This is an optimization exercise on Yosys and OpenROAD, whose aim is small area, not a production implementation. Power and IR drop assume default switching activity.

==> flow/design.v <==
module crc32_sbit #(
    parameter TAP = 1'b0
) (
    input  wire s,       
    input  wire s_up,    
    input  wire d,       
    input  wire sh,      
    input  wire clr,     
    input  wire dm,      
    input  wire fb,      
    output wire y
);
    wire keep = (sh ? s_up : s) & ~clr;
    assign y = keep ^ ((d & dm) | (fb & TAP));
endmodule
module crc32_dbit #(
    parameter TAP = 1'b0,
    parameter LD  = 1'b0
) (
    input  wire q,       
    input  wire q_up,    
    input  wire d,       
    input  wire sh,      
    input  wire clr,     
    input  wire ld,      
    input  wire fb,      
    output wire y
);
    wire keep = (sh ? q_up : q) & ~clr;
    assign y = (keep ^ (fb & TAP)) | (d & ld & LD);
endmodule
module crc32_engine (
    input  wire        clk,
    input  wire        rst,
    input  wire        cmd_valid,
    output wire        cmd_ready,
    input  wire [7:0]  cmd,
    input  wire [31:0] din,
    output wire [31:0] dout,
    output wire        err
);
    localparam [31:0] POLY = 32'hEDB88320;
    reg [31:0] sn;        
    reg [31:0] d_q;       
    reg        err_q;     
    reg        ready_q;
    reg [2:0]  op_q;      
    reg [4:0]  cnt_q;     
    wire [3:0] op  = cmd[7:4];
    wire [1:0] n   = cmd[1:0];
    wire legal = (op <= 4'h6) && (cmd[3:2] == 2'b00) &&
                 ((op == 4'h3) || (n == 2'b00));
    wire accept = cmd_valid && ready_q && !rst;
    wire acc_ok = accept && legal;
    wire is_init = (op == 4'h1);
    wire is_load = (op == 4'h2);
    wire is_upd  = (op == 4'h3);
    wire is_tab  = (op == 4'h6);
    wire is_long = (op >= 4'h2);       
    wire sh_s  = (op_q == 3'd2) || (op_q == 3'd3) ||
                 (op_q == 3'd4) || (op_q == 3'd5);
    wire crc_s = (op_q == 3'd3);
    wire inv_s = (op_q == 3'd2);
    wire sh_d  = op_q[2];
    wire crc_d = (op_q == 3'd6);
    wire fin   = op_q[0];
    wire last  = (cnt_q == 5'd31);
    wire       clr_s = rst || (acc_ok && (is_init || is_load));
    wire [3:0] dm;
    assign dm[0] = acc_ok && (is_load || is_upd);
    assign dm[1] = acc_ok && (is_load || (is_upd && n != 2'd0));
    assign dm[2] = acc_ok && (is_load || (is_upd && n[1]));
    assign dm[3] = acc_ok && (is_load || (is_upd && n == 2'd3));
    wire        fb_s    = crc_s && !sn[0] && !rst;
    wire [31:0] sn_nxt  = {sn[0] ^ inv_s, sn[31:1]};
    wire [31:0] sn_d;
    genvar i;
    generate
        for (i = 0; i < 32; i = i + 1) begin : g_s
            crc32_sbit #(.TAP(i < 31 ? POLY[i] : 1'b0)) u_s (
                .s(sn[i]), .s_up(sn_nxt[i]), .d(din[i]), .sh(sh_s),
                .clr(clr_s), .dm(dm[i / 8]), .fb(fb_s), .y(sn_d[i]));
        end
    endgenerate
    always @(posedge clk)
        sn <= sn_d;
    wire        clr_d = rst || (acc_ok && is_tab);
    wire        ld_d  = acc_ok && is_tab;
    wire        fb_d  = crc_d && d_q[0] && !rst;
    wire        d_in  = crc_d ? d_q[0] : (sn[0] ^ !fin);
    wire [31:0] d_nxt = {d_in, d_q[31:1]};
    wire [31:0] d_d;
    generate
        for (i = 0; i < 32; i = i + 1) begin : g_d
            crc32_dbit #(.TAP(i < 31 ? POLY[i] : 1'b0), .LD(i < 8 ? 1'b1 : 1'b0)) u_d (
                .q(d_q[i]), .q_up(d_nxt[i]), .d(din[i]), .sh(sh_d),
                .clr(clr_d), .ld(ld_d), .fb(fb_d), .y(d_d[i]));
        end
    endgenerate
    always @(posedge clk)
        d_q <= d_d;
    always @(posedge clk) begin
        if (rst) begin
            err_q   <= 1'b0;
            ready_q <= 1'b0;
            op_q    <= 3'd0;
        end else if (accept) begin
            if (!legal) err_q <= 1'b1;
            if (legal && is_long) begin
                ready_q <= 1'b0;
                op_q    <= op[2:0];
            end
        end else if (op_q == 3'd0 || last) begin
            ready_q <= 1'b1;
            op_q    <= 3'd0;
        end
    end
    always @(posedge clk)
        cnt_q <= accept ? {~n & {2{is_upd || is_tab}}, 3'b000} : cnt_q + 5'd1;
    assign cmd_ready = ready_q;
    assign dout      = d_q;
    assign err       = err_q;
endmodule
clock: 8.0 ns
lec_check: 0
cap_margin: 20
core_margin: 2
core_utilization: 40
slew_margin: 20
synth_hierarchical: 1
synth_memory_max_bits: 65536
synth_minimum_keep_size: 0
standard.sh (not shown) runs the stock make flow with config.mk's settings and CLKGATE_MAP_FILE= SYNTH_SCRIPT=/design/flow/synth_recipe.tcl, a recipe that flattens the netlist after the stock synthesis.
==> flow/flow/run.sh <==
#!/bin/bash
# Layout: the standard flow (standard.sh), with two changes:
#  - the port buffers are the smallest buffer (buf_1) instead of the
#    buffer_ports default;
#  - clock tree synthesis inserts no dummy load cells.
# Every input and output port still gets its own buffer. The output of the
# whole run goes to flow_run.log in this folder; ORFS keeps each step's log
# under orfs/logs/.
set -euo pipefail
bash standard.sh \
  BUFFER_PORTS_ARGS="-buffer_cell sky130_fd_sc_hd__buf_1" \
  CTS_ARGS="-sink_clustering_enable -repair_clock_nets -dont_use_dummy_load" \
  finish > flow_run.log 2>&1
==> next run, changes <==
--- a/flow/design.v
+++ b/flow/design.v
@@ -5,11 +5,11 @@
     input  wire s_up,    
     input  wire d,       
-    input  wire sh,      
-    input  wire clr,     
+    input  wire p,       
+    input  wire q,       
     input  wire dm,      
     input  wire fb,      
     output wire y
 );
-    wire keep = (sh ? s_up : s) & ~clr;
+    wire keep = (p & s_up) | (q & s);
     assign y = keep ^ ((d & dm) | (fb & TAP));
 endmodule
@@ -18,14 +18,14 @@
     parameter LD  = 1'b0
 ) (
+    input  wire o,       
+    input  wire o_up,    
+    input  wire d,       
+    input  wire p,       
     input  wire q,       
-    input  wire q_up,    
-    input  wire d,       
-    input  wire sh,      
-    input  wire clr,     
     input  wire ld,      
     input  wire fb,      
     output wire y
 );
-    wire keep = (sh ? q_up : q) & ~clr;
+    wire keep = (p & o_up) | (q & o);
     assign y = (keep ^ (fb & TAP)) | (d & ld & LD);
 endmodule
@@ -73,4 +73,6 @@
     assign dm[3] = acc_ok && (is_load || (is_upd && n == 2'd3));
     wire        fb_s    = crc_s && !sn[0] && !rst;
+    wire        p_s     = sh_s && !rst;             
+    wire        q_s     = !sh_s && !clr_s;          
     wire [31:0] sn_nxt  = {sn[0] ^ inv_s, sn[31:1]};
     wire [31:0] sn_d;
@@ -79,6 +81,6 @@
         for (i = 0; i < 32; i = i + 1) begin : g_s
             crc32_sbit #(.TAP(i < 31 ? POLY[i] : 1'b0)) u_s (
-                .s(sn[i]), .s_up(sn_nxt[i]), .d(din[i]), .sh(sh_s),
-                .clr(clr_s), .dm(dm[i / 8]), .fb(fb_s), .y(sn_d[i]));
+                .s(sn[i]), .s_up(sn_nxt[i]), .d(din[i]), .p(p_s),
+                .q(q_s), .dm(dm[i / 8]), .fb(fb_s), .y(sn_d[i]));
         end
     endgenerate
@@ -88,4 +90,6 @@
     wire        ld_d  = acc_ok && is_tab;
     wire        fb_d  = crc_d && d_q[0] && !rst;
+    wire        p_d   = sh_d && !rst;
+    wire        q_d   = !sh_d && !clr_d;
     wire        d_in  = crc_d ? d_q[0] : (sn[0] ^ !fin);
     wire [31:0] d_nxt = {d_in, d_q[31:1]};
@@ -94,6 +98,6 @@
         for (i = 0; i < 32; i = i + 1) begin : g_d
             crc32_dbit #(.TAP(i < 31 ? POLY[i] : 1'b0), .LD(i < 8 ? 1'b1 : 1'b0)) u_d (
-                .q(d_q[i]), .q_up(d_nxt[i]), .d(din[i]), .sh(sh_d),
-                .clr(clr_d), .ld(ld_d), .fb(fb_d), .y(d_d[i]));
+                .o(d_q[i]), .o_up(d_nxt[i]), .d(din[i]), .p(p_d),
+                .q(q_d), .ld(ld_d), .fb(fb_d), .y(d_d[i]));
         end
     endgenerate
The changed run produced a clean layout.
Maximum frequency goes up by about 1.1%.
Die area goes down by about 4%.
Cell area goes down by about 3.7%.
Total power hardly moves.
Wire length goes down by about 0.6%.
Sequential power is about the same.
First-iteration DRC count goes up by 49%.
Function was not checked in any run of this note: the RTL went through the layout flow alone.

==> afterwards: timing with drivers on the ports <==
How much do the figures lean on ideal ports? The routed layouts below were timed once more, with nothing changed but the port constraints. Step 1 assumes that a clkbuf_16 drives the clock port and a buf_2 every other input. Step 2 times the ports against the registers' clock, not the clock port: input delays grow and output delays shrink by t, the midpoint of the rising clock arrivals with the driver on. Slacks: ideal ports / drivers / drivers and shift; pairs: ideal ports / drivers.
run | t, ns | setup slack, ns | hold WS [ns]
the first run | 0.365 | 4.522 / 4.529 / 4.164 | 0.442 / 0.442 / 0.442
the second run | 0.359 | 4.559 / 4.566 / 4.207 | 0.447 / 0.447 / 0.447
After both steps every run listed still meets setup and hold. The setup slack of the first run, which loses most, moves by +0.007 ns with the drivers and by -0.358 ns with both steps.
